This design comes from an exercise in tuning for small area, a short achievable clock period and few clock cycles on the open sky130 flow, not from production work.
Function was checked by simulation only, so behaviour that the tests miss may differ from the original.
No activity file was given, so power comes from the tool's default toggle rates.

**flow/run.sh**
```bash
#!/bin/bash
# Standard layout (the standard.sh: the standard synthesis and ORFS flow),
# with the port buffers as buf_2 cells and repair_timing asked for more setup
# margin than the clock period needs. The constraints are the design's.
set -euo pipefail
bash standard.sh \
  "SETUP_SLACK_MARGIN=9" \
  "BUFFER_PORTS_ARGS=-buffer_cell sky130_fd_sc_hd__buf_2" \
  finish > make_finish.log 2>&1
```
**standard.sh**
```bash
#!/bin/bash
# synth_recipe.tcl (not shown) runs the flow's synth.tcl, then flattens the netlist and writes it again
# the make line also repeats each setting of config.mk as NAME=value (left out here)
make -C /OpenROAD-flow-scripts/flow DESIGN_CONFIG=/design/flow/config.mk WORK_HOME=/design/flow/orfs CLKGATE_MAP_FILE= SYNTH_SCRIPT=/design/flow/synth_recipe.tcl "${@:-finish}"
```
**config.mk**
```make
export PLATFORM = sky130hd
export DESIGN_NAME = upc_decoder
export DESIGN_NICKNAME = upc_decoder
export VERILOG_FILES = /design/flow/design.v
export SDC_FILE = /design/flow/constraint.sdc
export NUM_CORES = 4
export LEC_CHECK = 0
export CAP_MARGIN = 20
export CORE_MARGIN = 2
export CORE_UTILIZATION = 40
export SLEW_MARGIN = 20
```
**constraint.sdc**
```tcl
create_clock -name core_clock -period 11.0 [get_ports {clk}]
set_input_delay 2.2000 -clock core_clock [delete_from_list [all_inputs] [get_ports {clk}]]
set_output_delay 2.2000 -clock core_clock [all_outputs]
set_load 0.01 [all_outputs]
```
**design.v**
```verilog
module upc_decoder (
    input  wire        clk,
    input  wire        rst,         
    input  wire [2:0]  cmd,
    output wire        done,        
    output wire        ok,          
    output reg  [2:0]  err,         
    output reg  [9:0]  len,         
    output wire [9:0]  bw,          
    output reg         rev,         
    output wire [9:0]  e_win,       
    output reg  [9:0]  e_bw,        
    output wire [2:0]  gfail,       
    output reg  [1:0]  e_which,     
    output reg         e_side,      
    output reg  [6:0]  e_val,       
    output reg  [47:0] dig,         
    output reg  [7:0]  csum         
);
    wire [1:0] op = cmd[2:1];
    reg idle, busy, done_r, ok_r;
    assign done = done_r;
    assign ok   = ok_r;
    wire acc_clear = (op == 2'b01) && (idle || done_r);
    wire acc_push  = (op == 2'b10) && idle && !len[9];
    wire acc_start = (op == 2'b11) && idle;
    reg push_q, pix_q, start_q, init_q;
    reg l95;                        
    wire fin;                       
    wire fin_ok;                    
    always @(posedge clk) begin
        if (rst) begin
            idle   <= 1'b1;
            busy   <= 1'b0;
            done_r <= 1'b0;
            ok_r   <= 1'b0;
            len    <= 10'd0;
        end else begin
            if (acc_clear) begin
                done_r <= 1'b0;
                ok_r   <= 1'b0;
                len    <= 10'd0;
            end
            if (acc_push)
                len <= len + 10'd1;
            if (acc_start) begin
                idle <= 1'b0;
                busy <= 1'b1;
            end
            if (busy && fin) begin
                busy   <= 1'b0;
                done_r <= 1'b1;
                ok_r   <= fin_ok;
            end
            if (acc_clear)
                idle <= 1'b1;
        end
        push_q  <= !rst && acc_push;
        pix_q   <= cmd[0];
        start_q <= !rst && acc_start;
        init_q  <= rst || acc_clear;
        l95     <= (len == 10'd95);
    end
    reg m_push;                     
    reg m_res;                      
    reg m_lifo;                     
    reg m_div;                      
    reg m_rot;                      
    reg fbm;                        
    reg [511:0] slb;
    always @(posedge clk) begin
        if (push_q || m_rot)
            slb <= {slb[510:0], push_q ? pix_q : slb[511]};
    end
    reg        lead;                
    reg        lz;                  
    reg [9:0]  w;                   
    reg        w1;                  
    reg [9:0]  nx;                  
    reg        atb;                 
    reg        cm;                  
    reg        wfirst, wmix;
    reg [9:0]  f;                   
    reg        f95;                 
    reg [9:0]  since;               
    reg [9:0]  emix;                
    reg        mix_any, mix39, win9, par;
    reg [9:0]  t;                   
    reg        t0, t1, teq;         
    reg        go;                  
    reg        revr;                
    reg        misal;               
    reg        k39, k9, ks, kc, ke, kx, kl, kr, k94;
    reg        g_s, g_c, g_e;
    reg [6:0]  cw;
    reg        lk, lk_side;
    reg [3:0]  slot;
    reg        unk;
    reg        lkb;
    reg [4:0]  dw;                  
    reg        c10;                 
    function [8:0] kflags;
        input [9:0] v;
        reg a, b, c, d, e, x, l, r, n;
        begin
            a = (v >= 10'd3) && (v <= 10'd9);
            b = (v == 10'd9);
            c = (v <= 10'd2);
            d = (v >= 10'd45) && (v <= 10'd49);
            e = (v >= 10'd92) && (v <= 10'd94);
            x = c ? (v != 10'd1) : d ? (v == 10'd46 || v == 10'd48) : (v != 10'd93);
            l = (v == 10'd9)  || (v == 10'd16) || (v == 10'd23) || (v == 10'd30) ||
                (v == 10'd37) || (v == 10'd44);
            r = (v == 10'd56) || (v == 10'd63) || (v == 10'd70) || (v == 10'd77) ||
                (v == 10'd84) || (v == 10'd91);
            n = (v == 10'd94);
            kflags = {a, b, c, d, e, x, l, r, n};
        end
    endfunction
    wire lifo_last = (t == 10'd15) || (t + 10'd1 == len);
    wire step = (m_push && push_q) || m_lifo || (m_rot && go);
    wire p    = m_push ? pix_q : m_lifo ? slb[{5'd0, t[3:0]}] : slb[511];
    wire        wstep  = step && !(lead && p);     
    wire        ev     = wstep && cm;              
    wire        val    = atb ? p : wfirst;
    wire        mixed  = !atb && (wmix || (p != wfirst));
    wire [9:0]  f_inc  = f + 10'd1;
    wire [8:0]  kn     = kflags(f_inc);
    wire [9:0]  nx_inc = nx + 10'd1;
    wire [9:0]  t_inc  = t + 10'd1;
    function [4:0] sym_l;           
        input [6:0] c;
        case (c)
            7'd13: sym_l = 5'h10;  7'd25: sym_l = 5'h11;
            7'd19: sym_l = 5'h12;  7'd61: sym_l = 5'h13;
            7'd35: sym_l = 5'h14;  7'd49: sym_l = 5'h15;
            7'd47: sym_l = 5'h16;  7'd59: sym_l = 5'h17;
            7'd55: sym_l = 5'h18;  7'd11: sym_l = 5'h19;
            default: sym_l = 5'h00;
        endcase
    endfunction
    function [4:0] sym_r;
        input [6:0] c;
        case (c)
            7'd114: sym_r = 5'h10; 7'd102: sym_r = 5'h11;
            7'd108: sym_r = 5'h12; 7'd66:  sym_r = 5'h13;
            7'd92:  sym_r = 5'h14; 7'd78:  sym_r = 5'h15;
            7'd80:  sym_r = 5'h16; 7'd68:  sym_r = 5'h17;
            7'd72:  sym_r = 5'h18; 7'd116: sym_r = 5'h19;
            default: sym_r = 5'h00;
        endcase
    endfunction
    wire [6:0] cw_v   = revr ? {cw[0], cw[1], cw[2], cw[3], cw[4], cw[5], cw[6]} : cw;
    wire       side_v = lk_side ^ revr;            
    wire [4:0] sym_v  = side_v ? sym_r(cw_v) : sym_l(cw_v);
    wire [3:0] pos    = revr ? (4'd11 - slot) : slot;
    wire       w3     = ~(slot[0] ^ revr);
    wire [4:0] dw_n   = w3 ? ({1'b0, sym_v[3:0]} + {sym_v[3:0], 1'b0}) : {1'b0, sym_v[3:0]};
    function c10f;
        input [7:0] s;
        c10f = (s == 8'd0)   || (s == 8'd10)  || (s == 8'd20)  || (s == 8'd30)  ||
               (s == 8'd40)  || (s == 8'd50)  || (s == 8'd60)  || (s == 8'd70)  ||
               (s == 8'd80)  || (s == 8'd90)  || (s == 8'd100) || (s == 8'd110) ||
               (s == 8'd120) || (s == 8'd130) || (s == 8'd140) || (s == 8'd150) ||
               (s == 8'd160) || (s == 8'd170) || (s == 8'd180) || (s == 8'd190) ||
               (s == 8'd200) || (s == 8'd210);
    endfunction
    wire [2:0] gf_v  = revr ? {g_s, g_c, g_e} : {g_e, g_c, g_s};
    reg  [2:0] r_err;
    reg        r_rev;
    reg        r_win;               
    reg        r_g;                 
    reg        r_fb;                
    reg        r_bwt;               
    always @(*) begin
        r_err = 3'd0;
        r_rev = 1'b0;
        r_win = 1'b0;
        r_g   = 1'b0;
        r_fb  = 1'b0;
        r_bwt = 1'b0;
        if (lz) begin
            r_err = 3'd1;
        end else if (!win9) begin
            r_err = 3'd3;
        end else if (mix39) begin
            r_err = 3'd2;
        end else if (!revr) begin
            if (mix_any)            r_err = 3'd2;
            else if (!atb || !f95)  r_err = 3'd3;
            else                    r_g = 1'b1;
        end else begin
            r_rev = 1'b1;
            if (!fbm && t0) begin
                r_err = 3'd1;
            end else if (fbm || (teq && atb)) begin
                r_win = 1'b1;
                if (mix_any)              r_err = 3'd2;
                else if (misal || !f95)   r_err = 3'd3;
                else                      r_g = 1'b1;
            end else if (t1 && !l95) begin
                r_err = 3'd3;       
                r_bwt = 1'b1;
            end else begin
                r_fb = 1'b1;
            end
        end
        if (r_g) begin
            if (gf_v != 3'd0)   r_err = 3'd4;
            else if (unk)       r_err = 3'd5;
            else if (!c10)      r_err = 3'd6;
        end
    end
    wire lifo_hit = m_lifo && ev && mixed;
    wire res_now  = (m_push && start_q) || m_res;
    assign fin    = (res_now && !r_fb) || lifo_hit;
    assign fin_ok = res_now && (r_err == 3'd0);
    assign bw    = w;
    assign e_win = emix;
    assign gfail = {g_e, g_c, g_s};
    integer d;
    always @(posedge clk) begin
        lk  <= 1'b0;
        lkb <= 1'b0;
        c10 <= c10f(csum);
        if (init_q) begin
            m_push  <= 1'b1;
            m_res   <= 1'b0;
            m_lifo  <= 1'b0;
            m_div   <= 1'b0;
            m_rot   <= 1'b0;
            fbm     <= 1'b0;
            lead    <= 1'b1;
            lz      <= 1'b1;
            w       <= 10'd0;
            w1      <= 1'b0;
            nx      <= 10'd1;
            atb     <= 1'b1;
            cm      <= 1'b0;
            f       <= 10'd1;
            {k39, k9, ks, kc, ke, kx, kl, kr, k94} <= kflags(10'd1);
            f95     <= 1'b0;
            since   <= 10'd0;
            mix_any <= 1'b0;
            mix39   <= 1'b0;
            win9    <= 1'b0;
            par     <= 1'b0;
            t       <= 10'd0;
            t0      <= 1'b1;
            t1      <= 1'b0;
            teq     <= 1'b1;
            go      <= 1'b0;
            revr    <= 1'b0;
            misal   <= 1'b0;
            g_s     <= 1'b0;
            g_c     <= 1'b0;
            g_e     <= 1'b0;
            slot    <= 4'd0;
            unk     <= 1'b0;
            csum    <= 8'd0;
        end else begin
            if (step && lead) begin
                if (p) begin
                    w   <= w + 10'd1;
                    w1  <= lz;
                    cm  <= lz;
                    lz  <= 1'b0;
                end else begin
                    lead <= 1'b0;
                end
            end
            if (m_push && push_q) begin
                t   <= pix_q ? t_inc : 10'd0;
                t0  <= !pix_q;
                t1  <= pix_q && t0;
                teq <= pix_q ? (lead || t_inc == w) : lz;
            end
            if (wstep) begin
                atb    <= cm;
                wfirst <= val;
                wmix   <= mixed;
                if (cm) begin
                    nx <= 10'd1;
                    cm <= w1;
                end else begin
                    nx <= nx_inc;
                    cm <= (nx_inc == w);
                end
            end
            if (ev) begin
                f <= f_inc;
                {k39, k9, ks, kc, ke, kx, kl, kr, k94} <= kn;
                f95 <= k94;
                if (mixed) begin
                    mix_any <= 1'b1;
                    since   <= 10'd0;
                    if (!mix_any || (m_push && k39 && !mix39))
                        emix <= f;
                    if (m_push && k39)
                        mix39 <= 1'b1;
                end else begin
                    since <= since + 10'd1;
                end
                if (m_push && k39)
                    par <= par ^ val;
                if (m_push && k9) begin
                    win9 <= 1'b1;
                    revr <= ~(par ^ val);
                end
                if (ks && val != kx) g_s <= 1'b1;
                if (kc && val != kx) g_c <= 1'b1;
                if (ke && val != kx) g_e <= 1'b1;
                cw <= {cw[5:0], val};
                if (kl || kr) begin
                    lk      <= 1'b1;
                    lk_side <= kr;
                end
            end
            if (lk) begin
                for (d = 0; d < 12; d = d + 1)
                    if (pos == d[3:0]) dig[4*d +: 4] <= sym_v[3:0];
                if (!sym_v[4] && (revr || !unk)) begin
                    unk    <= 1'b1;
                    e_side <= side_v;
                    e_val  <= cw_v;
                end
                dw   <= dw_n;
                lkb  <= 1'b1;
                slot <= slot + 4'd1;
            end
            if (lkb)
                csum <= csum + {3'd0, dw};
            if (res_now) begin
                m_push <= 1'b0;
                m_res  <= 1'b0;
                if (r_fb) begin
                    m_lifo  <= 1'b1;
                    w       <= t;
                    w1      <= t1;
                    cm      <= t1;
                    nx      <= 10'd1;
                    lead    <= 1'b0;
                    atb     <= 1'b1;
                    f       <= 10'd0;
                    {k39, k9, ks, kc, ke, kx, kl, kr, k94} <= kflags(10'd0);
                    f95     <= 1'b0;
                    mix_any <= 1'b0;
                    t       <= 10'd0;
                end else begin
                    lkb     <= 1'b0;            
                    err     <= r_err;
                    rev     <= r_rev;
                    revr    <= r_rev;
                    emix    <= (r_err != 3'd2) ? 10'd0 : (r_win ? since : emix);
                    e_bw    <= (r_err == 3'd2) ? w : 10'd0;
                    if (r_bwt) w <= t;
                    if (!r_g) begin
                        g_s <= 1'b0;
                        g_c <= 1'b0;
                        g_e <= 1'b0;
                    end else if (revr) begin
                        g_s <= g_e;
                        g_e <= g_s;
                    end
                    e_which <= (r_err != 3'd4) ? 2'd0 :
                               gf_v[0] ? 2'd0 : gf_v[1] ? 2'd1 : 2'd2;
                    if (r_err != 3'd5) begin
                        e_side <= 1'b0;
                        e_val  <= 7'd0;
                    end
                    if (r_err != 3'd0 && r_err != 3'd6) begin
                        dig  <= 48'd0;
                        csum <= 8'd0;
                    end
                end
            end
            if (m_lifo) begin
                t <= t_inc;
                if (lifo_hit) begin
                    m_lifo  <= 1'b0;
                    lk      <= 1'b0;
                    lkb     <= 1'b0;
                    err     <= 3'd2;
                    rev     <= 1'b1;
                    emix    <= f;
                    e_bw    <= w;
                    g_s     <= 1'b0;
                    g_c     <= 1'b0;
                    g_e     <= 1'b0;
                    e_which <= 2'd0;
                    e_side  <= 1'b0;
                    e_val   <= 7'd0;
                    dig     <= 48'd0;
                    csum    <= 8'd0;
                end else if (lifo_last) begin
                    m_lifo <= 1'b0;
                    m_div  <= 1'b1;
                    nx     <= len;
                end
            end
            if (m_div) begin
                if (nx >= w) begin
                    nx <= nx - w;
                end else begin
                    m_div   <= 1'b0;
                    m_rot   <= 1'b1;
                    misal   <= (nx != 10'd0);
                    emix    <= 10'd512 - len + nx;     
                    go      <= len[9] && (nx == 10'd0);
                    t       <= 10'd0;                   
                    fbm     <= 1'b1;
                    atb     <= 1'b1;
                    cm      <= w1;
                    nx      <= 10'd1;
                    f       <= 10'd0;
                    {k39, k9, ks, kc, ke, kx, kl, kr, k94} <= kflags(10'd0);
                    f95     <= 1'b0;
                    since   <= 10'd0;
                    mix_any <= 1'b0;
                    g_s     <= 1'b0;
                    g_c     <= 1'b0;
                    g_e     <= 1'b0;
                    slot    <= 4'd0;
                    unk     <= 1'b0;
                    csum    <= 8'd0;
                end
            end
            if (m_rot) begin
                t <= t_inc;
                if (!go) begin
                    if (emix == 10'd1) go <= 1'b1;
                    emix <= emix - 10'd1;
                end
                if (t == 10'd511) begin
                    m_rot <= 1'b0;
                    m_res <= 1'b1;
                end
            end
        end
    end
endmodule
```
==> results of run 1 <==
## logic make-up (layout without fill, tap and decap cells)
kind of cell | after synthesis | after routing | share of synthesized area
mux | 69 | 69 | 0.0266
compound gates | 369 | 370 | 0.0875
fa+ha+maj | 54 | 54 | 0.0241
buf+inv | 156 | 634 | 0.0210
simple gates | 604 | 615 | 0.0985
flops | 728 | 728 | 0.706
xor+xnor | 121 | 121 | 0.0366
## stage by stage
stage	setup slack, ns	std cells	area [um^2]	power [uW]
after CTS	7.53	3472	38000	5920
after global routing	7.53	3550	39400	6080
after global placement	6.82	3086	31700	3260
final	7.57	3550	39400	5880
after detailed placement	6.65	3086	31700	3270
after floorplan	6.40	2101	30600	3220
## repair_timing
item,4_1_cts,5_1_grt
setup buffers,218,75
pin swaps,90,78
cloned,26,3
setup endpoints to repair,841,617
resized for setup,296,157
## layer usage
layer,track usage,vias up,wire length (um)
li1,-,8826,-
met1,0.261,9676,32600
met2,0.286,671,33100
met3,0.0294,181,3900
met4,0.0688,0,2350
met5,0,-,0
## worst paths after layout
check           start  endpoint  slack [ns]  cells after the start
min reg2reg  slb[138]  slb[139]        0.41                      0
max           emix[9]  e_win[9]        7.57                      1
min          slb[138]  slb[139]        0.41                      0
max reg2reg   slb[15]   emix[9]        7.63                     11
## cells in the final DEF (no fill, tap or decap), types with 38 or more instances in the layout
cell	n
a211oi_2	43
buf_6	121
nor3_1	43
clkbuf_16	79
dfxtp_4	38
edfxtp_1	609
nand3_1	41
ha_1	39
dfxtp_1	69
nand2_1	95
mux2i_1	50
a21oi_1	50
buf_2	75
xor2_1	49
inv_1	43
buf_4	190
nor2_1	170
xnor2_1	65
## area by class of cell
type                            instances  area (um^2)  area share
Multi-Input combinational cell       1229        10200       0.260
Timing Repair Buffer                  440         4390       0.112
Sequential cell                       728        20800       0.529
Clock inverter                         40          432      0.0110
Clock buffer                          102         2090      0.0531
Tap cell                              959         1200      0.0305
Inverter                               52          219     0.00556
## power breakdown
| part | total (uW) | switching [uW] | leakage (uW) | internal [uW] |
|---|---|---|---|---|
| Clock | 2570 | 1080 | 0.00123 | 1490 |
| Sequential | 3020 | 23.2 | 0.00507 | 3000 |
| Combinational | 277 | 151 | 0.00591 | 126 |
==> results.cfg, run 1 <==
[route]
drtAntennaViolNets = 0
wl_per_cell_um = 20.3
vias_per_cell = 5.45
wirelength_um = 71900
drtPass1Iterations = 5
drt_iter0_drc = 1603
num_vias = 19400
drc_errors = 0

[synth]
avgSynthCellArea_um2 = 13.9
synth_area_um2 = 29300
synth_edf_count = 609
ys_types = 77
ys_top_cells_by_count = edfxtp_1 (609), nor2_1 (203), dfxtp_1 (119)
yosys.area.top_type_share = 0.624
synth_nets = 2160
ys_async_sr_fraction = 0
synth_most_common_cell = edfxtp_1
ys_top_cells_by_area = edfxtp_1 (62%), dfxtp_1 (8.1%), nor2_1 (2.6%)
synth_seq_area_share = 0.706
synth_ff_type = edfxtp_1
synth_area_leader_cell = edfxtp_1
yosys_warnings = 1
syn_inst = 2101
synth_seq_cells = 728

[cells_and_area]
layout-drive-gt1-share = 0.365
insertedDiodeCount = 0
fillerInstances = 5776
area_growth_pct = 34.5
largestRegisters = slb (512), dig (48)
largest_reg_flops = 512
final_core_util = 0.542
nNetsFinal = 2588
largest_register = slb

[run]
cap_violations = 0

[placed_design]
port_buffers = 119
dp_hpwl_um = 37800
gp_congestion = 0.871

[global_route]
track_usage = 0.184
grt_pass1_vias = 18800
grt_max_degree = 100
antenna_found_initial = 0
grt_overflow = 0
grt_pass1_wl_um = 109000

[critical_path]
crit_type = register to primary output
cpPeakStageDelay_ns = 0.44
start_kind = register
path_max_fanout = 2
required_ns = 8.80
cp-end-kind = primary output
cp_num_buf_inv = 1
crit_arrival_ns = 1.23
crit_chain = buf_2
path_delay_family = flip-flops
crit_slowest_cell = edfxtp_1

[cts]
cts_hold_buf = 0
clk_latency_ns = 0.63
clk_path_buf_depth = 3
cts-root-buf = clkbuf_16
path_clk_slew_ns = 0.06
cts_buffers = 78
htree_levels = 3
clkSinkCount = 728
cts_tree = built

[sta]
rsz0062_at_grt = yes
fin_skew_ns = 0.0264
fin_tns_setup_ns = 0
slew_headroom = 0.372
holdWs_ns = 0.411
hold_violations = 0
finalCritPeriodShare = 0.312
fin_crit_ns = 3.43
worstMarginPinSlew_ns = 0.942
setup_violations = 0
slew_violations = 0
fmax_mhz = 291

[floorplan]
die_h_um = 275
start_util = 0.403
placement_rows = 99
dieWidth_um = 275
core_area_um2 = 72700
io_pins = 120
die_area_um2 = 75400

[outcome]
status = no timing/DRC/antenna violations

[hold_path]
hold_path.class = register to register

[power_and_ir_drop]
leakage_uw = 0.0122
cellPowerDensity_nw_per_um2 = 149
peakVddDrop_uv = 108
Testbench counts, summed over its fixed seeds: cycles 47,240.
==> run 2: changes to the inputs <==
--- a/flow/run.sh
+++ b/flow/run.sh
@@ -4,6 +4,6 @@
 # margin than the clock period needs. The constraints are the design's.
 set -euo pipefail
 bash standard.sh \
-  "SETUP_SLACK_MARGIN=9" \
+  "SETUP_SLACK_MARGIN=7.5" \
   "BUFFER_PORTS_ARGS=-buffer_cell sky130_fd_sc_hd__buf_2" \
   finish > make_finish.log 2>&1
==> results.cfg, run 2 <==
[synth]
synth_edf_count = 609
ys_top_cells_by_count = edfxtp_1 (609), nor2_1 (203), dfxtp_1 (119)
synth_ff_type = edfxtp_1
syn_inst = 2101
synth_area_um2 = 29300
synth_compound_area_frac = 0.0875
synth_top_family_by_area = simple AND/OR/NAND/NOR gates
synth_nets = 2160
yosys_warnings = 1
synth_seq_cells = 728
synth-simple-area-share = 0.0985
ys_async_sr_fraction = 0
ys_top_cells_by_area = edfxtp_1 (62%), dfxtp_1 (8.1%), nor2_1 (2.6%)
muxShareOfSynthArea = 0.0266
synth_fa_ha_area_frac = 0.0241
synth-xor-area-share = 0.0366
avgSynthCellArea_um2 = 13.9
synth_area_leader_cell = edfxtp_1
yosys.area.top_type_share = 0.624
ys_types = 77
synth_most_common_cell = edfxtp_1
synth_seq_area_share = 0.706

[route]
drc_errors = 0
num_vias = 17800
wl_per_cell_um = 19.2
vias_per_cell = 5.42
drtAntennaViolNets = 0
wirelength_um = 62900
drtPass1Iterations = 6
drt_iter0_drc = 1632

[global_route]
grt_overflow = 0
grt_max_degree = 203
antenna_found_initial = 0
grt_pass1_wl_um = 98000
track_usage = 0.163
grt_pass1_vias = 16900

[critical_path]
required_ns = 8.80
crit_chain = buf_2
crit_arrival_ns = 1.26
cp_num_buf_inv = 1
start_kind = register
cp-end-kind = primary output
path_delay_family = flip-flops
crit_end = len[7]
crit_start = len[7]
crit_slowest_cell = dfxtp_2
cpPeakStageDelay_ns = 0.48
path_max_fanout = 8
ff2ff_setup_slack_ns = 7.58
cp.depth = 1
reg2reg_depth = 10
r2r-end = emix[6]
crit_type = register to primary output
regToRegStartpoint = slb[15]

[run]
cap_violations = 0

[outcome]
status = no timing/DRC/antenna violations

[cells_and_area]
nNetsFinal = 2318
final_core_util = 0.469
area_growth_pct = 16.4
fillerInstances = 6308
insertedDiodeCount = 0
final_common_cell = edfxtp_1
largest_reg_flops = 512
final_cell_mix = edfxtp_1 (609), nor2_1 (201), buf_2 (119)
largest_register = slb
layout-drive-gt1-share = 0.170
largestRegisters = slb (512), dig (48)

[cts]
clkSinkCount = 728
cts_buffers = 78
htree_levels = 3
cts_tree = built
cts-root-buf = clkbuf_16
path_clk_slew_ns = 0.06
clk_path_buf_depth = 3
clk_latency_ns = 0.61

[floorplan]
dieWidth_um = 275
core_area_um2 = 72700
io_pins = 120
die_area_um2 = 75400
start_util = 0.403
die_h_um = 275
placement_rows = 99

[placed_design]
dp_hpwl_um = 38000
gp_congestion = 0.878
port_buffers = 119
post-place-ws_ns = 6.84

[power_and_ir_drop]
peakVddDrop_uv = 109
cellPowerDensity_nw_per_um2 = 171
leakage_uw = 0.0101

[sta]
finalCritPeriodShare = 0.315
fin_skew_ns = 0.0299
fin_crit_ns = 3.46
slew_violations = 0
worst_slack_ns = 7.54
slew_headroom = 0.291
fmax_mhz = 289
holdWs_ns = 0.403
setup_violations = 0
hold_violations = 0
worstMarginPinSlew_ns = 1.06
fin_tns_setup_ns = 0
rsz0062_at_grt = yes

[hold_path]
hold_path.class = register to register
## run 2: changes by cell type in the layout (fill, tap and decap cells not counted), sizes merged
| cell | before | now |
|---|---|---|
| a31o | 4 | 3 |
| buf | 433 | 178 |
| bufbuf | 6 | 2 |
| bufinv | 6 | 8 |
| clkbuf | 103 | 101 |
| clkinv | 29 | 32 |
| inv | 54 | 53 |
| nand2 | 119 | 116 |
| nand3 | 63 | 60 |
| nor2 | 204 | 203 |
| or2 | 6 | 4 |
| or3b | 6 | 5 |
## run 2: routing by layer
layer  global-route usage  share of wire  routed length, um
met1                0.238           0.47              29400
met2                0.248           0.45              28300
met3               0.0263          0.054               3400
met4               0.0594          0.028               1750
met5                    0              0                  0
## run 2: power breakdown
part	internal [uW]	switching (uW)	total [uW]
Sequential	3010	23.4	3030
Combinational	56.5	116	172
Clock	1580	1050	2630
Total	4640	1190	5840
## run 2: worst min path at each step
stage	slack, ns	depth (start not counted)	start	endpoint
detailed placement	0.40	0	slb[106]	slb[107]
floorplan	0.40	0	slb[99]	slb[100]
global placement	0.40	0	slb[482]	slb[483]
global route	0.41	0	slb[510]	slb[511]
CTS	0.40	0	slb[497]	slb[498]
finish	0.40	0	slb[510]	slb[511]
## run 2: kinds of logic after synthesis
group	Yosys count
flip-flops	728
XOR/XNOR	121
AND/OR/NAND/NOR	604
AO/OA/AOI/OAI	369
buffers and inverters	156
multiplexers	69
adder cells (fa/ha/maj)	54
## run 2: final cells by class
| cell class | instances | area, um^2 | share of cell area |
|---|---|---|---|
| sequential | 728 | 20700 | 0.608 |
| multi-input combinational | 1218 | 8160 | 0.239 |
| clock buffer | 100 | 2160 | 0.0634 |
| tap | 959 | 1200 | 0.0352 |
| timing repair buffer | 181 | 1200 | 0.0351 |
| clock inverter | 44 | 440 | 0.0129 |
| inverter | 52 | 196 | 0.00576 |
## run 2: repair_timing
action / CTS / global route
endpoints found under the hold margin: 0 / 0
gates resized for setup: 48 / 35
buffers inserted: 30 / 9
gates cloned: 3 / 1
pin swaps: 3 / 16
hold buffers: 0 / 0
setup endpoints to repair: 167 / 69
## run 2: worst register-to-register path: cells and delay by family (launching register included)
family / cells / cell delay, ns
simple gates: 3 / 0.64
mux: 2 / 1.03
flops: 1 / 0.39
buf+inv: 2 / 0.28
compound gates: 3 / 0.80
## run 2: through the flow
step           instances  cell area [um^2]  power, uW
2_1_floorplan       2101             29300       3200
3_3_place_gp        3095             30900       3260
3_5_place_dp        3095             30900       3260
4_1_cts             3272             33900       5920
5_1_grt             3282             34100       6040
6_report            3282             34100       5840
==> run 3: changes to the inputs <==
--- a/config.mk
+++ b/config.mk
@@ -8,4 +8,6 @@
 export CAP_MARGIN = 20
 export CORE_MARGIN = 2
 export CORE_UTILIZATION = 40
+export CTS_BUF_LIST = sky130_fd_sc_hd__clkbuf_8
+export CTS_CLUSTER_SIZE = 30
 export SLEW_MARGIN = 20
==> results.cfg, run 3 <==
[outcome]
status = no timing/DRC/antenna violations

[critical_path]
crit_type = register to primary output
required_ns = 8.80
start_kind = register
crit_arrival_ns = 1.34
cp-end-kind = primary output
crit_slowest_cell = edfxtp_1
path_delay_family = flip-flops
cp_num_buf_inv = 1
path_max_fanout = 2
cpPeakStageDelay_ns = 0.45
crit_chain = buf_2

[cts]
clkSinkCount = 728
cts-root-buf = clkbuf_8
clk_latency_ns = 0.76
clk_path_buf_depth = 3
cts_tree = built
cts_buffers = 116
htree_levels = 3
cts_hold_buf = 0
path_clk_slew_ns = 0.06

[global_route]
use_met3 = 0.0306
antenna_found_initial = 1
grt_pass1_vias = 17900
busiest_layer = met2
track_usage = 0.169
grt_overflow = 0
grt_max_degree = 203
use_met1 = 0.242
use_met2 = 0.255
grt_pass1_wl_um = 101000

[floorplan]
io_pins = 120
die_h_um = 275
die_area_um2 = 75400
placement_rows = 99
core_area_um2 = 72700
dieWidth_um = 275
start_util = 0.403

[placed_design]
port_buffers = 119
post_dp_cell_area_um2 = 30900
gp_congestion = 0.878
dp_cells = 3095
dp_hpwl_um = 38000

[route]
drtAntennaViolNets = 0
drc_errors = 0
drtPass1Iterations = 7
drt_iter0_drc = 1706
wl_per_cell_um = 18.9
vias_per_cell = 5.34
wirelength_um = 65100
num_vias = 18300

[synth]
synth_area_um2 = 29300
avgSynthCellArea_um2 = 13.9
synth_seq_area_share = 0.706
yosys.area.top_type_share = 0.624
synth_ff_type = edfxtp_1
synth_area_leader_cell = edfxtp_1
synth_edf_count = 609
ys_top_cells_by_count = edfxtp_1 (609), nor2_1 (203), dfxtp_1 (119)
ys_top_cells_by_area = edfxtp_1 (62%), dfxtp_1 (8.1%), nor2_1 (2.6%)
ys_types = 77
syn_inst = 2101
synth_most_common_cell = edfxtp_1
synth_seq_cells = 728
yosys_warnings = 1
synth_nets = 2160
ys_async_sr_fraction = 0

[hold_path]
hold_path.class = register to register

[cells_and_area]
nNetsFinal = 2438
largest_reg_flops = 512
final_cell_mix = edfxtp_1 (609), nor2_1 (202), buf_4 (136)
fin_area_um2 = 34700
final_common_cell = edfxtp_1
largestRegisters = slb (512), dig (48)
layout-drive-gt1-share = 0.213
area_growth_pct = 18.4
final-instance-count-excl-fill = 3439
largest_register = slb
final-seq-area_um2 = 20800
multi_input_area_um2 = 8150
fillerInstances = 6331

[run]
cap_violations = 0

[sta]
slew_violations = 0
fin_skew_ns = 0.0577
hold_violations = 0
worstMarginPinSlew_ns = 1.06
fmax_mhz = 282
fin_tns_setup_ns = 0
fin_crit_ns = 3.54
rsz0062_at_grt = yes
finalCritPeriodShare = 0.322
setup_violations = 0
slew_headroom = 0.295

[power_and_ir_drop]
leakage_uw = 0.0106
cellPowerDensity_nw_per_um2 = 160
peakVddDrop_uv = 91.0
power_uw = 5540
run 3: cell counts after synthesis:
No cell type changed its count.
run 3: cell families (layout without fill, tap and decap cells):
family,count (synthesis),after routing,share of synthesized area
buf+inv,156,533,0.0210
flops,728,728,0.706
compound gates,369,369,0.0875
simple gates,604,605,0.0985
fa+ha+maj,54,54,0.0241
xor+xnor,121,121,0.0366
other cells,0,1,0
mux,69,69,0.0266
run 3: power breakdown:
| part | internal (uW) | switching (uW) | leakage, uW |
|---|---|---|---|
| sequential | 3000 | 22.6 | 0.00506 |
| combinational | 78.8 | 122 | 0.00425 |
| clock | 1220 | 1100 | 0.00130 |
run 3: area by class of cell:
type | instances | share of cell area
diodes | 1 | 0.0000722
clock buffers | 126 | 0.0500
clock inverters | 92 | 0.0178
inverters | 52 | 0.00566
multi-input cells | 1218 | 0.235
flip-flops and latches | 728 | 0.600
well taps | 959 | 0.0346
repair buffers | 263 | 0.0571
run 3: what timing repair did:
item / 4_1_cts / 5_1_grt
buffers inserted: 99 / 22
pin swaps: 3 / 10
resized for setup: 114 / 38
endpoints found under the setup margin: 245 / 151
cloned: 3 / 1
run 3: path summary, 6_finish.rpt:
path | from | cells past startpoint | to | slack [ns]
hold reg to reg | slb[38] | 0 | slb[39] | 0.38
setup / recovery | emix[2] | 1 | e_win[2] | 7.46
hold / removal | slb[38] | 0 | slb[39] | 0.38
setup reg to reg | revr | 15 | dw[4] | 7.56
run 3: layer usage:
metal,up-vias,part of all wire
li1,8538,-
met1,9073,0.47
met2,594,0.45
met3,144,0.054
met4,0,0.027
met5,-,0
run 3: through the flow:
step                      worst slack (ns)  hold WS (ns)   util
final                                 7.46         0.382  0.477
after floorplan                       6.40         0.400      -
after CTS                             7.35         0.372  0.472
after detailed placement              6.84         0.405  0.425
after global routing                  7.37         0.386  0.477
after global placement                7.00         0.403  0.425
==> run 4: changes to the inputs <==
--- a/flow/run.sh
+++ b/flow/run.sh
@@ -4,6 +4,6 @@
 # margin than the clock period needs. The constraints are the design's.
 set -euo pipefail
 bash standard.sh \
-  "SETUP_SLACK_MARGIN=7.5" \
+  "SETUP_SLACK_MARGIN=8" \
   "BUFFER_PORTS_ARGS=-buffer_cell sky130_fd_sc_hd__buf_2" \
   finish > make_finish.log 2>&1
--- a/config.mk
+++ b/config.mk
@@ -8,6 +8,4 @@
 export CAP_MARGIN = 20
 export CORE_MARGIN = 2
 export CORE_UTILIZATION = 40
-export CTS_BUF_LIST = sky130_fd_sc_hd__clkbuf_8
-export CTS_CLUSTER_SIZE = 30
 export SLEW_MARGIN = 20
==> results.cfg, run 4 <==
[outcome]
status = no timing/DRC/antenna violations

[cts]
path_clk_slew_ns = 0.06
cts_buffers = 78
clkSinkCount = 728
cts_tree = built
clk_path_buf_depth = 3
cts_hold_buf = 0
htree_levels = 3
cts-root-buf = clkbuf_16
clk_latency_ns = 0.62

[global_route]
grt_max_degree = 106
grt_overflow = 0
track_usage = 0.176
grt_pass1_vias = 18300
grt_pass1_wl_um = 105000
antenna_found_initial = 1

[synth]
synth_ff_type = edfxtp_1
ys_async_sr_fraction = 0
synth_seq_cells = 728
yosys.area.top_type_share = 0.624
synth_nets = 2160
synth_seq_area_share = 0.706
synth_most_common_cell = edfxtp_1
avgSynthCellArea_um2 = 13.9
synth_area_leader_cell = edfxtp_1
ys_top_cells_by_count = edfxtp_1 (609), nor2_1 (203), dfxtp_1 (119)
synth_area_um2 = 29300
synth_edf_count = 609
syn_inst = 2101
ys_top_cells_by_area = edfxtp_1 (62%), dfxtp_1 (8.1%), nor2_1 (2.6%)
ys_types = 77
yosys_warnings = 1

[power_and_ir_drop]
power_uw = 5820
peakVddDrop_uv = 89.5
leakage_uw = 0.0114
cellPowerDensity_nw_per_um2 = 156

[sta]
fmax_mhz = 290
fin_crit_ns = 3.45
finalCritPeriodShare = 0.314
hold_violations = 0
fin_skew_ns = 0.0209
worst_slack_ns = 7.55
setup_violations = 0
slew_headroom = 0.257
worstMarginPinSlew_ns = 1.11
slew_violations = 0
rsz0062_at_grt = yes
fin_tns_setup_ns = 0

[placed_design]
post-place-ws_ns = 6.63
post_dp_cell_area_um2 = 31000
dp_cells = 3090
port_buffers = 119
gp_congestion = 0.877
dp_hpwl_um = 37700

[floorplan]
die_area_um2 = 75400
placement_rows = 99
die_h_um = 275
core_area_um2 = 72700
io_pins = 120
start_util = 0.403
dieWidth_um = 275

[critical_path]
reg2reg_depth = 11
required_ns = 8.80
cp-end-kind = primary output
cpPeakStageDelay_ns = 0.45
start_kind = register
cp.depth = 1
cp_num_buf_inv = 1
crit_arrival_ns = 1.25
path_delay_family = flip-flops
path_max_fanout = 2
crit_start = dig[35]
crit_type = register to primary output
crit_chain = buf_2
regToRegStartpoint = slb[10]
crit_slowest_cell = edfxtp_1

[cells_and_area]
area_growth_pct = 27.7
final_common_cell = edfxtp_1
nNetsFinal = 2495
final_cell_mix = edfxtp_1 (609), nor2_1 (174), buf_4 (163)
fin_area_um2 = 37400
largest_register = slb
layout-drive-gt1-share = 0.297
insertedDiodeCount = 0
largestRegisters = slb (512), dig (48)
largest_reg_flops = 512
final-instance-count-excl-fill = 3454

[hold_path]
hp-start = slb[383]
hold_depth = 0
hold_path.class = register to register

[route]
wl_per_cell_um = 20.2
drc_errors = 0
wirelength_um = 69900
num_vias = 19000
drtPass1Iterations = 5
drt_iter0_drc = 1762
vias_per_cell = 5.51
drtAntennaViolNets = 0

[run]
cap_violations = 0
-- run 4: cell counts after synthesis --
No cell type changed its count.
-- run 4: power breakdown --
part | internal [uW] | switching (uW) | total [uW] | leakage, uW
registers | 3000 | 23.0 | 3030 | 0.00507
logic | 98.4 | 143 | 242 | 0.00513
clock network | 1480 | 1070 | 2550 | 0.00121
-- run 4: timing repair --
item	4_1_cts	5_1_grt
setup endpoints to repair	464	444
pin swaps	34	96
cloned	13	6
gates resized for setup	226	219
hold endpoints to repair	0	0
buffers inserted	132	74
-- run 4: cell families after synthesis --
logic type               synth area share
buffers and inverters              0.0210
flip-flops                          0.706
AND/OR/NAND/NOR                    0.0985
adder cells (fa/ha/maj)            0.0241
AO/OA/AOI/OAI                      0.0875
XOR/XNOR                           0.0366
multiplexers                       0.0266
-- run 4: final timing paths --
check	endpoint	slack, ns
min	slb[384]	0.41
max	dig[35]	7.55
min reg2reg	slb[384]	0.41
max reg2reg	emix[6]	7.61
-- run 4: cell type report --
type / count / area, um^2
tap: 959 / 1200
clock buffer: 99 / 2100
timing repair buffer: 346 / 3080
clock inverter: 40 / 404
fill: 6030 / 35300
multi-input combinational: 1230 / 9590
sequential: 728 / 20800
inverter: 52 / 209
-- run 4: metrics by stage --
step | hold slack [ns] | utilization
6_report | 0.413 | 0.514
5_1_grt | 0.416 | 0.514
4_1_cts | 0.412 | 0.491
3_5_place_dp | 0.405 | 0.427
3_3_place_gp | 0.404 | 0.427
2_1_floorplan | 0.400 | -
-- run 4: layer usage --
layer | global-route usage | part of all wire | vias up
met2 | 0.266 | 0.45 | 705
li1 | - | - | 8653
met3 | 0.0269 | 0.058 | 164
met5 | 0 | 0 | -
met1 | 0.257 | 0.46 | 9506
met4 | 0.0675 | 0.029 | 0
==> run 5: changes to the inputs <==
--- a/design.v
+++ b/design.v
@@ -9,7 +9,7 @@
     output wire [9:0]  bw,          
     output reg         rev,         
     output wire [9:0]  e_win,       
-    output reg  [9:0]  e_bw,        
+    output wire [9:0]  e_bw,        
     output wire [2:0]  gfail,       
     output reg  [1:0]  e_which,     
     output reg         e_side,      
@@ -217,6 +217,7 @@
     assign fin_ok = res_now && (r_err == 3'd0);
     assign bw    = w;
     assign e_win = emix;
+    assign e_bw  = since;
     assign gfail = {g_e, g_c, g_s};
     integer d;
     always @(posedge clk) begin
@@ -352,7 +353,7 @@
                     rev     <= r_rev;
                     revr    <= r_rev;
                     emix    <= (r_err != 3'd2) ? 10'd0 : (r_win ? since : emix);
-                    e_bw    <= (r_err == 3'd2) ? w : 10'd0;
+                    since   <= (r_err == 3'd2) ? w : 10'd0;
                     if (r_bwt) w <= t;
                     if (!r_g) begin
                         g_s <= 1'b0;
@@ -383,7 +384,7 @@
                     err     <= 3'd2;
                     rev     <= 1'b1;
                     emix    <= f;
-                    e_bw    <= w;
+                    since   <= w;
                     g_s     <= 1'b0;
                     g_c     <= 1'b0;
                     g_e     <= 1'b0;
--- a/flow/run.sh
+++ b/flow/run.sh
@@ -4,6 +4,6 @@
 # margin than the clock period needs. The constraints are the design's.
 set -euo pipefail
 bash standard.sh \
-  "SETUP_SLACK_MARGIN=8" \
+  "SETUP_SLACK_MARGIN=7.5" \
   "BUFFER_PORTS_ARGS=-buffer_cell sky130_fd_sc_hd__buf_2" \
   finish > make_finish.log 2>&1
==> results.cfg, run 5 <==
[outcome]
status = no timing/DRC/antenna violations

[cts]
cts-root-buf = clkbuf_16
clkSinkCount = 718
cts_tree = built
clk_latency_ns = 0.63
htree_levels = 3
clk_path_buf_depth = 3
cts_hold_buf = 0
cts_buffers = 77
path_clk_slew_ns = 0.06

[route]
num_vias = 17600
vias_per_cell = 5.35
drt_iter0_drc = 1276
wl_per_cell_um = 19.3
drtPass1Iterations = 6
wirelength_um = 63400
drc_errors = 0
drtAntennaViolNets = 0

[cells_and_area]
final_cell_mix = edfxtp_1 (599), nor2_1 (194), nand2_1 (131)
largestRegisters = slb (512), dig (48)
layout-drive-gt1-share = 0.178
nNetsFinal = 2330
insertedDiodeCount = 0
largest_register = slb
largest_reg_flops = 512
final-instance-count-excl-fill = 3292
area_growth_pct = 15.6
final_common_cell = edfxtp_1
fin_area_um2 = 33900

[synth]
ys_top_cells_by_area = edfxtp_1 (61%), dfxtp_1 (8.1%), nor2_1 (2.5%)
yosys_warnings = 1
ys_async_sr_fraction = 0
synth_most_common_cell = edfxtp_1
synth_area_leader_cell = edfxtp_1
synth_area_um2 = 29300
synth_nets = 2173
synth_ff_type = edfxtp_1
synth_seq_cells = 718
synth_edf_count = 599
ys_types = 89
ys_top_cells_by_count = edfxtp_1 (599), nor2_1 (197), nand2_1 (132)
yosys.area.top_type_share = 0.614
synth_seq_area_share = 0.696
syn_inst = 2114
avgSynthCellArea_um2 = 13.9

[power_and_ir_drop]
cellPowerDensity_nw_per_um2 = 168
p_sw_uw = 1220
internal_power_uw = 4470
combPwrFrac = 0.030
peakVddDrop_uv = 143
leakage_uw = 0.00987
clock_power_share = 0.445
p_sw_frac = 0.215
seqPwrFrac = 0.524

[hold_path]
hp-start = slb[56]
hold_path.class = register to register

[critical_path]
crit_chain = buf_2
crit_start = e_val[0]
path_max_fanout = 2
cp_num_buf_inv = 1
crit_slowest_cell = edfxtp_1
start_kind = register
cpPeakStageDelay_ns = 0.48
crit_arrival_ns = 1.30
cp-end-kind = primary output
regToRegStartpoint = t[4]
required_ns = 8.80
crit_type = register to primary output
path_delay_family = flip-flops

[floorplan]
core_area_um2 = 72700
placement_rows = 99
start_util = 0.403
die_h_um = 275
io_pins = 120
die_area_um2 = 75400
dieWidth_um = 275

[sta]
hold_violations = 0
slew_headroom = 0.294
fin_crit_ns = 3.50
slew_violations = 0
fmax_mhz = 285
fin_skew_ns = 0.0324
setup_violations = 0
worst_slack_ns = 7.50
rsz0062_at_grt = yes
worstMarginPinSlew_ns = 1.06
fin_tns_setup_ns = 0
finalCritPeriodShare = 0.319

[global_route]
antenna_found_initial = 0
track_usage = 0.164
grt_overflow = 0
grt_pass1_vias = 16900
grt_max_degree = 189
grt_pass1_wl_um = 97500

[placed_design]
dp_cells = 3112
port_buffers = 119
post-place-ws_ns = 6.21
gp_congestion = 0.873
post_dp_cell_area_um2 = 30800
dp_hpwl_um = 38400

[run]
cap_violations = 0
==> run 5: through the flow <==
step	utilization	total power [uW]	hold slack [ns]
2_1_floorplan	-	3150	0.400
3_5_place_dp	0.423	3210	0.405
5_1_grt	0.466	5890	0.411
6_report	0.466	5690	0.404
4_1_cts	0.462	5770	0.403
3_3_place_gp	0.423	3200	0.404
==> run 5: cell type report <==
type	instances	area [um^2]
clock buffer	89	1970
clock inverter	52	520
fill	6276	38800
inverter	54	203
multi-input combinational	1245	8420
sequential	718	20400
tap	959	1200
timing repair buffer	175	1110
==> run 5: timing repair <==
action | CTS | global route
resized for setup | 54 | 29
cloned | 1 | 2
endpoints found under the setup margin | 448 | 198
pin swaps | 2 | 4
buffers inserted | 18 | 17
==> run 5: logic make-up after synthesis <==
kind of cell | synth area share
and+or+nand+nor | 0.103
xor gates and xnor gates | 0.0365
buffers and inverters | 0.0227
AOI/OAI and AO/OA | 0.0888
DFF | 0.696
adders and majority gates | 0.0241
muxes | 0.0291
==> run 5: power groups by stage <==
stage	Combinational, uW	Sequential [uW]	Clock (uW)
after global placement	157	3040	0
after detailed placement	161	3050	0
after global routing	190	2980	2710
final	172	2980	2530
after CTS	172	2980	2610
after floorplan	95.0	3060	0
==> run 5: worst paths after layout <==
kind | endpoint | slack [ns] | depth (start not counted)
worst min register to register | slb[57] | 0.40 | 0
worst max-delay path | e_val[0] | 7.50 | 1
worst min-delay path | slb[57] | 0.40 | 0
worst max register to register | nx[0] | 7.64 | 8
==> run 5: per-layer routing <==
layer  part of all wire  vias to the layer above  global-route usage  wire, um
li1                   -                     8294                   -         -
met1               0.46                     8742               0.227     29100
met2               0.46                      460               0.255     29000
met3              0.046                      125              0.0299      2950
met4              0.036                        0              0.0714      2300
met5                  0                        -                   0         0
Testbench counts of run 5, summed over its fixed seeds: cycles 47,240.
==> run 6: changes to the inputs <==
--- a/config.mk
+++ b/config.mk
@@ -7,5 +7,6 @@
 export LEC_CHECK = 0
 export CAP_MARGIN = 20
 export CORE_MARGIN = 2
-export CORE_UTILIZATION = 40
+export CORE_UTILIZATION = 65
+export PLACE_DENSITY = 0.8
 export SLEW_MARGIN = 20
==> results.cfg, run 6 <==
[outcome]
status = no timing/DRC/antenna violations

[route]
wl_per_cell_um = 23.5
drtAntennaViolNets = 0
drc_errors = 0
drt_iter0_drc = 2361
vias_per_cell = 6.35
drtPass1Iterations = 5
num_vias = 18400
wirelength_um = 68200

[sta]
rsz0062_at_grt = yes
slew_violations = 0
setup_violations = 0
fmax_mhz = 287
fin_skew_ns = 0.0336
hold_violations = 0
fin_crit_ns = 3.48
worstMarginPinSlew_ns = 1.10
worst_slack_ns = 7.52
fin_tns_setup_ns = 0
finalCritPeriodShare = 0.316
slew_headroom = 0.269

[synth]
yosys_warnings = 1
synth_seq_area_share = 0.696
ys_async_sr_fraction = 0
synth_nets = 2173
synth_seq_cells = 718
synth_area_leader_cell = edfxtp_1
ys_top_cells_by_area = edfxtp_1 (61%), dfxtp_1 (8.1%), nor2_1 (2.5%)
syn_inst = 2114
synth_edf_count = 599
ys_types = 89
ys_top_cells_by_count = edfxtp_1 (599), nor2_1 (197), nand2_1 (132)
synth_ff_type = edfxtp_1
synth_most_common_cell = edfxtp_1
yosys.area.top_type_share = 0.614
avgSynthCellArea_um2 = 13.9
synth_area_um2 = 29300

[critical_path]
crit_arrival_ns = 1.28
crit_slowest_cell = edfxtp_1
cpPeakStageDelay_ns = 0.48
cp_num_buf_inv = 1
start_kind = register
crit_type = register to primary output
path_max_fanout = 2
crit_chain = buf_2
cp-end-kind = primary output
required_ns = 8.80
path_delay_family = flip-flops

[cts]
clk_latency_ns = 0.63
clk_path_buf_depth = 3
htree_levels = 3
cts_hold_buf = 0
cts_tree = built
path_clk_slew_ns = 0.09
cts-root-buf = clkbuf_16
cts_buffers = 72
clkSinkCount = 718

[floorplan]
die_area_um2 = 46800
core_area_um2 = 44300
io_pins = 120
placement_rows = 77
dieWidth_um = 216
start_util = 0.661
die_h_um = 216

[power_and_ir_drop]
power_uw = 5570
cellPowerDensity_nw_per_um2 = 168
peakVddDrop_uv = 143
leakage_uw = 0.00972

[hold_path]
hold_path.class = register to register

[cells_and_area]
final-seq-area_um2 = 20400
final_cell_mix = edfxtp_1 (599), nor2_1 (195), nand2_1 (131)
largest_reg_flops = 512
largestRegisters = slb (512), dig (48)
final_common_cell = edfxtp_1
fin_area_um2 = 33100
multi_input_area_um2 = 8430
layout-drive-gt1-share = 0.167
nNetsFinal = 2312
largest_register = slb
fillerInstances = 2770
area_growth_pct = 13.1

[placed_design]
post-place-ws_ns = 6.27
dp_hpwl_um = 37300
port_buffers = 119
gp_congestion = 0.924
post_dp_cell_area_um2 = 30300

[global_route]
antenna_found_initial = 2
grt_pass1_vias = 17300
grt_pass1_wl_um = 102000
grt_max_degree = 224
grt_overflow = 0
track_usage = 0.283

[run]
cap_violations = 0
[run 6: changes by cell type in the layout (fill, tap and decap cells not counted), moves of 3 or more]
cell,change
buf_4,-12
bufinv_16,-4
buf_6,-3
clkinv_2,-3
clkinvlp_4,-3
dfxtp_1,+3
inv_6,+3
[run 6: per-stage QoR]
step	utilization	hold WS (ns)	std cells
global route	0.747	0.407	2903
CTS	0.741	0.412	2889
finish	0.747	0.403	2904
floorplan	-	0.400	2114
detailed placement	0.684	0.405	2739
global placement	0.684	0.403	2739
[run 6: cell type report]
cell class	count	area share
Clock inverter	41	0.00933
Sequential cell	718	0.617
Tap cell	592	0.0224
Clock buffer	91	0.0591
Multi-Input combinational cell	1245	0.254
Timing Repair Buffer	162	0.0314
Inverter	54	0.00612
Antenna cell	1	0.0000756
[run 6: routing by layer]
metal	vias to the layer above	global-route usage	wire, um	share of wire
li1	8258	-	-	-
met1	9096	0.421	29300	0.43
met2	928	0.432	31400	0.46
met3	161	0.0486	5320	0.078
met4	2	0.0895	2190	0.032
met5	-	0	13	0.00019
[run 6: what timing repair did]
action,4_1_cts,5_1_grt
buffers inserted,17,9
cloned,1,3
resized for setup,45,35
hold endpoints to repair,0,0
setup endpoints to repair,176,136
pin swaps,3,5
[run 6: logic make-up after synthesis]
group	after synthesis	share of synthesized area
AO/OA/AOI/OAI	375	0.0888
XOR/XNOR	119	0.0365
adder cells (fa/ha/maj)	54	0.0241
buffers and inverters	153	0.0227
flip-flops	718	0.696
multiplexers	79	0.0291
AND/OR/NAND/NOR	616	0.103
[run 6: power breakdown]
part,internal (uW),switching (uW),total (uW)
Sequential,2960,22.9,2980
Combinational,54.6,114,169
Clock,1320,1090,2420
Total,4340,1230,5570
[run 6: worst paths after layout]
path	cells after the start	end	slack, ns	start
worst max-delay path	1	e_val[0]	7.52	e_val[0]
worst min register to register	0	slb[103]	0.40	slb[102]
worst max register to register	10	t[2]	7.55	w[7]
worst min-delay path	0	slb[103]	0.40	slb[102]
==> run 7: changes to the inputs <==
--- a/design.v
+++ b/design.v
@@ -117,7 +117,7 @@
             kflags = {a, b, c, d, e, x, l, r, n};
         end
     endfunction
-    wire lifo_last = (t == 10'd15) || (t + 10'd1 == len);
+    wire lifo_last = (t[3:0] == 4'd15);
     wire step = (m_push && push_q) || m_lifo || (m_rot && go);
     wire p    = m_push ? pix_q : m_lifo ? slb[{5'd0, t[3:0]}] : slb[511];
     wire        wstep  = step && !(lead && p);     
@@ -128,6 +128,7 @@
     wire [8:0]  kn     = kflags(f_inc);
     wire [9:0]  nx_inc = nx + 10'd1;
     wire [9:0]  t_inc  = t + 10'd1;
+    wire [10:0] nx_sub = {1'b0, nx} - {1'b0, w};
     function [4:0] sym_l;           
         input [6:0] c;
         case (c)
@@ -335,11 +336,12 @@
                 m_push <= 1'b0;
                 m_res  <= 1'b0;
                 if (r_fb) begin
-                    m_lifo  <= 1'b1;
+                    m_lifo  <= (len[9:4] != 6'd0);
+                    m_div   <= (len[9:4] == 6'd0);
+                    nx      <= (len[9:4] == 6'd0) ? len : 10'd1;
                     w       <= t;
                     w1      <= t1;
                     cm      <= t1;
-                    nx      <= 10'd1;
                     lead    <= 1'b0;
                     atb     <= 1'b1;
                     f       <= 10'd0;
@@ -400,8 +402,8 @@
                 end
             end
             if (m_div) begin
-                if (nx >= w) begin
-                    nx <= nx - w;
+                if (!nx_sub[10]) begin
+                    nx <= nx_sub[9:0];
                 end else begin
                     m_div   <= 1'b0;
                     m_rot   <= 1'b1;
@@ -428,10 +430,7 @@
             end
             if (m_rot) begin
                 t <= t_inc;
-                if (!go) begin
-                    if (emix == 10'd1) go <= 1'b1;
-                    emix <= emix - 10'd1;
-                end
+                if (t_inc == emix) go <= 1'b1;
                 if (t == 10'd511) begin
                     m_rot <= 1'b0;
                     m_res <= 1'b1;
--- a/config.mk
+++ b/config.mk
@@ -7,6 +7,5 @@
 export LEC_CHECK = 0
 export CAP_MARGIN = 20
 export CORE_MARGIN = 2
-export CORE_UTILIZATION = 65
-export PLACE_DENSITY = 0.8
+export CORE_UTILIZATION = 40
 export SLEW_MARGIN = 20
==> results.cfg, run 7 <==
[synth]
synth_most_common_cell = edfxtp_1
avgSynthCellArea_um2 = 14.1
yosys.area.top_type_share = 0.634
ys_types = 82
synth_seq_cells = 718
ys_async_sr_fraction = 0
yosys_warnings = 1
synth_area_um2 = 28400
synth_ff_type = edfxtp_1
synth_seq_area_share = 0.718
synth_area_leader_cell = edfxtp_1
synth_nets = 2064
synth_edf_count = 599
syn_inst = 2007
ys_top_cells_by_count = edfxtp_1 (599), nor2_1 (196), nand2_1 (129)
ys_top_cells_by_area = edfxtp_1 (63%), dfxtp_1 (8.4%), nor2_1 (2.6%)

[sta]
fin_tns_setup_ns = 0
finalCritPeriodShare = 0.318
fmax_mhz = 286
slew_violations = 0
fin_skew_ns = 0.0279
setup_violations = 0
slew_headroom = 0.192
fin_crit_ns = 3.49
worstMarginPinSlew_ns = 1.20
hold_violations = 0
rsz0062_at_grt = yes

[global_route]
track_usage = 0.156
grt_overflow = 0
grt_pass1_vias = 16200
antenna_found_initial = 0
grt_pass1_wl_um = 91700
grt_max_degree = 195

[critical_path]
start_kind = register
path_delay_family = compound AO/OA/AOI/OAI gates
cpPeakStageDelay_ns = 0.51
cp_num_buf_inv = 1
cp-end-kind = register
required_ns = 11.35
crit_type = register to register
path_max_fanout = 13
crit_slowest_cell = mux4_2
crit_chain = mux4_2, and2_1, o41a_1, a31oi_4, buf_4, and2_4, nand3_4, and3_2, a221o_1
crit_arrival_ns = 3.85

[cells_and_area]
area_growth_pct = 16.5
fillerInstances = 6146
final-instance-count-excl-fill = 3180
insertedDiodeCount = 0
nNetsFinal = 2234
largest_register = slb
final-seq-area_um2 = 20400
largestRegisters = slb (512), dig (48)
multi_input_area_um2 = 7640
final_core_util = 0.471
final_common_cell = edfxtp_1
final_cell_mix = edfxtp_1 (599), nor2_1 (195), nand2_1 (129)
layout-drive-gt1-share = 0.175
largest_reg_flops = 512

[cts]
cts_tree = built
cts-root-buf = clkbuf_16
clk_path_buf_depth = 3
clkSinkCount = 718
clk_latency_ns = 0.62
cts_buffers = 77
htree_levels = 3
cts_hold_buf = 0
path_clk_slew_ns = 0.06

[power_and_ir_drop]
power_uw = 5690
peakVddDrop_uv = 122
cellPowerDensity_nw_per_um2 = 172
leakage_uw = 0.00962

[route]
vias_per_cell = 5.30
drt_iter0_drc = 1449
top_layer = met4
dr_wl_met2_um = 26600
drtAntennaViolNets = 0
drc_errors = 0
num_vias = 16900
wirelength_met1_um = 27100
wirelength_um = 58800
wl_per_cell_um = 18.5
dr_wl_met3_um = 2980
drtPass1Iterations = 8

[floorplan]
placement_rows = 97
core_area_um2 = 70100
die_area_um2 = 73100
dieWidth_um = 270
start_util = 0.404
die_h_um = 270
io_pins = 120

[placed_design]
dp_hpwl_um = 35700
gp_congestion = 0.875
dp_cells = 2996
port_buffers = 119

[outcome]
status = no timing/DRC/antenna violations

[run]
cap_violations = 0

[hold_path]
hold_path.class = register to register
==> run 7: cell types whose count changed in the layout (fill, tap and decap cells not counted), moves of 10 or more <==
| cell | delta |
|---|---|
| o21ai_2 | -10 |
| a21oi_1 | +10 |
| buf_4 | +15 |
| a221o_1 | +15 |
| mux2i_1 | -29 |
| a32oi_1 | -11 |
| nand3_1 | -24 |
==> run 7: repair_timing <==
item,CTS,global route
setup endpoints to repair,554,268
gates resized for setup,60,29
setup buffers,13,26
pin swaps,2,5
cloned,2,1
==> run 7: path summary, 6_finish.rpt <==
| check | start | cells past startpoint | slack [ns] | to |
|---|---|---|---|---|
| min reg2reg | slb[216] | 0 | 0.41 | slb[217] |
| min | slb[216] | 0 | 0.41 | slb[217] |
| max | t[0] | 9 | 7.51 | emix[8] |
| max reg2reg | t[0] | 9 | 7.51 | emix[8] |
==> run 7: cell type report <==
type / count / share of cell area
Sequential cell: 718 / 0.619
Clock inverter: 43 / 0.0133
Clock buffer: 99 / 0.0624
Timing Repair Buffer: 176 / 0.0332
Multi-Input combinational cell: 1155 / 0.231
Tap cell: 940 / 0.0356
Inverter: 49 / 0.00576
==> run 7: cell families (layout without fill, tap and decap cells) <==
group,count (synthesis),count (layout),share of synthesized area
flip-flops,718,718,0.718
multiplexers,41,41,0.0157
XOR/XNOR,120,120,0.0370
AO/OA/AOI/OAI,358,358,0.0877
adder cells (fa/ha/maj),53,53,0.0243
AND/OR/NAND/NOR,581,583,0.0975
buffers and inverters,136,367,0.0197
==> run 7: layer usage <==
layer,GRT usage,vias to the layer above
li1,-,7910
met2,0.240,483
met4,0.0637,0
met3,0.0346,141
met5,0,-
met1,0.216,8331
==> run 7: per-stage QoR <==
stage | area [um^2] | hold WS (ns) | setup WS, ns
3_5_place_dp | 29900 | 0.405 | 6.04
2_1_floorplan | 28400 | 0.400 | 6.36
5_1_grt | 33000 | 0.417 | 7.39
3_3_place_gp | 29900 | 0.405 | 6.18
6_report | 33000 | 0.408 | 7.51
4_1_cts | 32700 | 0.410 | 7.48
==> run 7: where the power goes <==
part	leakage (uW)	switching (uW)	internal (uW)
clock	0.00122	1060	1480
sequential	0.00495	22.2	2960
combinational	0.00345	114	55.2
total	0.00962	1190	4500
Testbench counts of run 7, summed over its fixed seeds: cycles 47,240.
==> run 8: changes to the inputs <==
--- a/design.v
+++ b/design.v
@@ -226,6 +226,13 @@
         lkb <= 1'b0;
         c10 <= c10f(csum);
         if (init_q) begin
+            err     <= 3'd0;
+            rev     <= 1'b0;
+            emix    <= 10'd0;
+            e_which <= 2'd0;
+            e_side  <= 1'b0;
+            e_val   <= 7'd0;
+            dig     <= 48'd0;
             m_push  <= 1'b1;
             m_res   <= 1'b0;
             m_lifo  <= 1'b0;
--- a/flow/run.sh
+++ b/flow/run.sh
@@ -4,6 +4,6 @@
 # margin than the clock period needs. The constraints are the design's.
 set -euo pipefail
 bash standard.sh \
-  "SETUP_SLACK_MARGIN=7.5" \
+  "SETUP_SLACK_MARGIN=7.7" \
   "BUFFER_PORTS_ARGS=-buffer_cell sky130_fd_sc_hd__buf_2" \
   finish > make_finish.log 2>&1
==> results.cfg, run 8 <==
[cts]
cts_buffers = 75
cts_tree = built
cts_hold_buf = 0
clk_latency_ns = 0.63
htree_levels = 3
cts-root-buf = clkbuf_16
path_clk_slew_ns = 0.06
clkSinkCount = 718
clk_path_buf_depth = 3

[sta]
fin_tns_setup_ns = 0
worstMarginPinSlew_ns = 1.00
fmax_mhz = 299
rsz0062_at_grt = yes
finalCritPeriodShare = 0.304
worst_slack_ns = 7.65
slew_violations = 0
slew_headroom = 0.333
fin_skew_ns = 0.0415
fin_crit_ns = 3.35
hold_violations = 0
setup_violations = 0

[critical_path]
required_ns = 8.80
regToRegStartpoint = w[1]
cp-end-kind = primary output
crit_arrival_ns = 1.15
crit_type = register to primary output
crit_end = bw[1]
crit_start = w[1]
start_kind = register
path_max_fanout = 2
ff2ff_setup_slack_ns = 7.84
r2r-end = t[2]
reg2reg_depth = 13

[synth]
yosys_warnings = 1
synth_area_leader_cell = edfxtp_1
synth_nets = 2161
avgSynthCellArea_um2 = 13.4
ys_types = 87
yosys.area.top_type_share = 0.560
ys_top_cells_by_area = edfxtp_1 (56%), dfxtp_1 (14%), xnor2_1 (2.4%)
ys_top_cells_by_count = edfxtp_1 (527), dfxtp_1 (191), nor2_1 (180)
synth_most_common_cell = edfxtp_1
synth_area_um2 = 28300
ys_async_sr_fraction = 0
synth_ff_type = edfxtp_1
synth_edf_count = 527
synth_seq_cells = 718
synth_seq_area_share = 0.695
syn_inst = 2104

[placed_design]
dp_cells = 3080
dp_hpwl_um = 37700
post-place-ws_ns = 6.94
port_buffers = 119
gp_congestion = 0.885
post_dp_cell_area_um2 = 29700

[floorplan]
die_h_um = 270
placement_rows = 97
core_area_um2 = 70000
io_pins = 120
start_util = 0.404
dieWidth_um = 270
die_area_um2 = 72800

[hold_path]
hold_path.class = register to register

[route]
drc_errors = 0
wl_per_cell_um = 18.8
drtPass1Iterations = 5
num_vias = 17600
drtAntennaViolNets = 0
vias_per_cell = 5.33
wirelength_um = 62300
drt_iter0_drc = 1399

[cells_and_area]
nNetsFinal = 2363
final-seq-area_um2 = 19900
largestRegisters = slb (512), dig (48)
area_growth_pct = 19.9
final_cell_mix = edfxtp_1 (527), nor2_1 (178), nand2_1 (148)
layout-drive-gt1-share = 0.222
final_common_cell = edfxtp_1
largest_reg_flops = 512
final-instance-count-excl-fill = 3306
multi_input_area_um2 = 8060
fin_area_um2 = 33900
fillerInstances = 6134
insertedDiodeCount = 0
largest_register = slb

[global_route]
grt_max_degree = 99
track_usage = 0.165
grt_pass1_wl_um = 96500
grt_pass1_vias = 17000
grt_overflow = 0
antenna_found_initial = 0

[run]
cap_violations = 0

[power_and_ir_drop]
cellPowerDensity_nw_per_um2 = 162
peakVddDrop_uv = 132
leakage_uw = 0.0102
power_uw = 5490

[outcome]
status = no timing/DRC/antenna violations
==> run 8: critical path, cell delays in order, from the launching register on <==
cell     delay (ns)
dfxtp_2        0.32
buf_6          0.12
buf_6          0.11
==> run 8: power breakdown <==
group          internal [uW]  switching (uW)  leakage [uW]
combinational           27.1            79.7       0.00416
sequential              2880            8.18       0.00489
clock                   1460            1030       0.00120
total                   4370            1120        0.0102
==> run 8: logic make-up (layout without fill, tap and decap cells) <==
logic type                 Yosys count  count (layout)  share of synthesized area
muxes                               49              49                     0.0181
DFF                                718             718                      0.695
adders and majority gates           52              52                     0.0241
AOI/OAI and AO/OA                  406             406                     0.0985
xor gates and xnor gates           114             114                     0.0353
buffers and inverters              161             423                     0.0248
and+or+nand+nor                    604             604                      0.104
==> run 8: stage by stage <==
step                      utilization  hold WS [ns]
final                           0.484         0.391
after detailed placement        0.425         0.405
after global placement          0.425         0.402
after global routing            0.484         0.402
after CTS                       0.478         0.401
after floorplan                     -         0.400
==> run 8: area by class of cell <==
cell class,instances,share of cell area
clock buffer,100,0.0604
clock inverter,37,0.0117
inverter,59,0.00653
multi-input combinational,1225,0.238
sequential,718,0.588
tap,940,0.0347
timing repair buffer,227,0.0608
==> run 8: worst min path at each step <==
stage,startpoint,to,slack [ns],depth (start not counted)
after floorplan,slb[99],slb[100],0.40,0
after global placement,slb[209],slb[210],0.40,0
after detailed placement,slb[105],slb[106],0.40,0
after CTS,slb[288],slb[289],0.40,0
after global routing,slb[288],slb[289],0.40,0
final,slb[288],slb[289],0.39,0
==> run 8: per-layer routing <==
layer  wire [um]  up-vias  part of all wire  track usage
li1            -     8218                 -            -
met1       28600     8757              0.46        0.233
met2       27400      523              0.44        0.247
met3        3850      134             0.062       0.0355
met4        2320        0             0.037       0.0715
met5           0        -                 0            0
==> run 8: what timing repair did <==
| action | 4_1_cts | 5_1_grt |
|---|---|---|
| resized for setup | 253 | 57 |
| setup endpoints to repair | 355 | 181 |
| setup buffers | 71 | 18 |
| endpoints found under the hold margin | 0 | 0 |
| pin swaps | 3 | 0 |
Testbench counts of run 8, summed over its fixed seeds: cycles 47,240.

-- afterwards: timing with drivers on the ports --
The flow's constraints put no driver on any port. The routed layouts listed below were extracted and timed again, unchanged, in two steps. Step 1 assumes that a clkbuf_16 drives the clock port and a buf_2 every other input. Step 2 also shifts input and output timing later by t, the mid clock arrival at the registers, as if the neighbouring blocks saw the same clock. Slacks: ideal / step 1 / step 2; pairs: ideal / step 1.
run	t, ns	setup WS [ns]	worst setup path after step 2	clock arrival spread, ns
run 1	0.688	7.567 / 7.500 / 7.497	input to register	0.029 / 0.029
run 2	0.665	7.539 / 7.474 / 7.075	input to register	0.032 / 0.031
run 3	0.784	7.458 / 7.401 / 7.067	input to register	0.058 / 0.057
run 4	0.673	7.550 / 7.486 / 7.437	input to register	0.021 / 0.021
run 5	0.681	7.495 / 7.432 / 7.263	input to register	0.033 / 0.033
run 6	0.672	7.521 / 7.463 / 7.292	input to register	0.036 / 0.036
run 7	0.671	7.506 / 7.463 / 7.472	input to register	0.031 / 0.031
run 8	0.669	7.654 / 7.590 / 7.355	input to register	0.048 / 0.048
After both steps setup and hold are still met in every run listed. For run 2, which loses most, drivers alone change the setup slack by -0.065 ns; drivers and shift together by -0.464 ns.
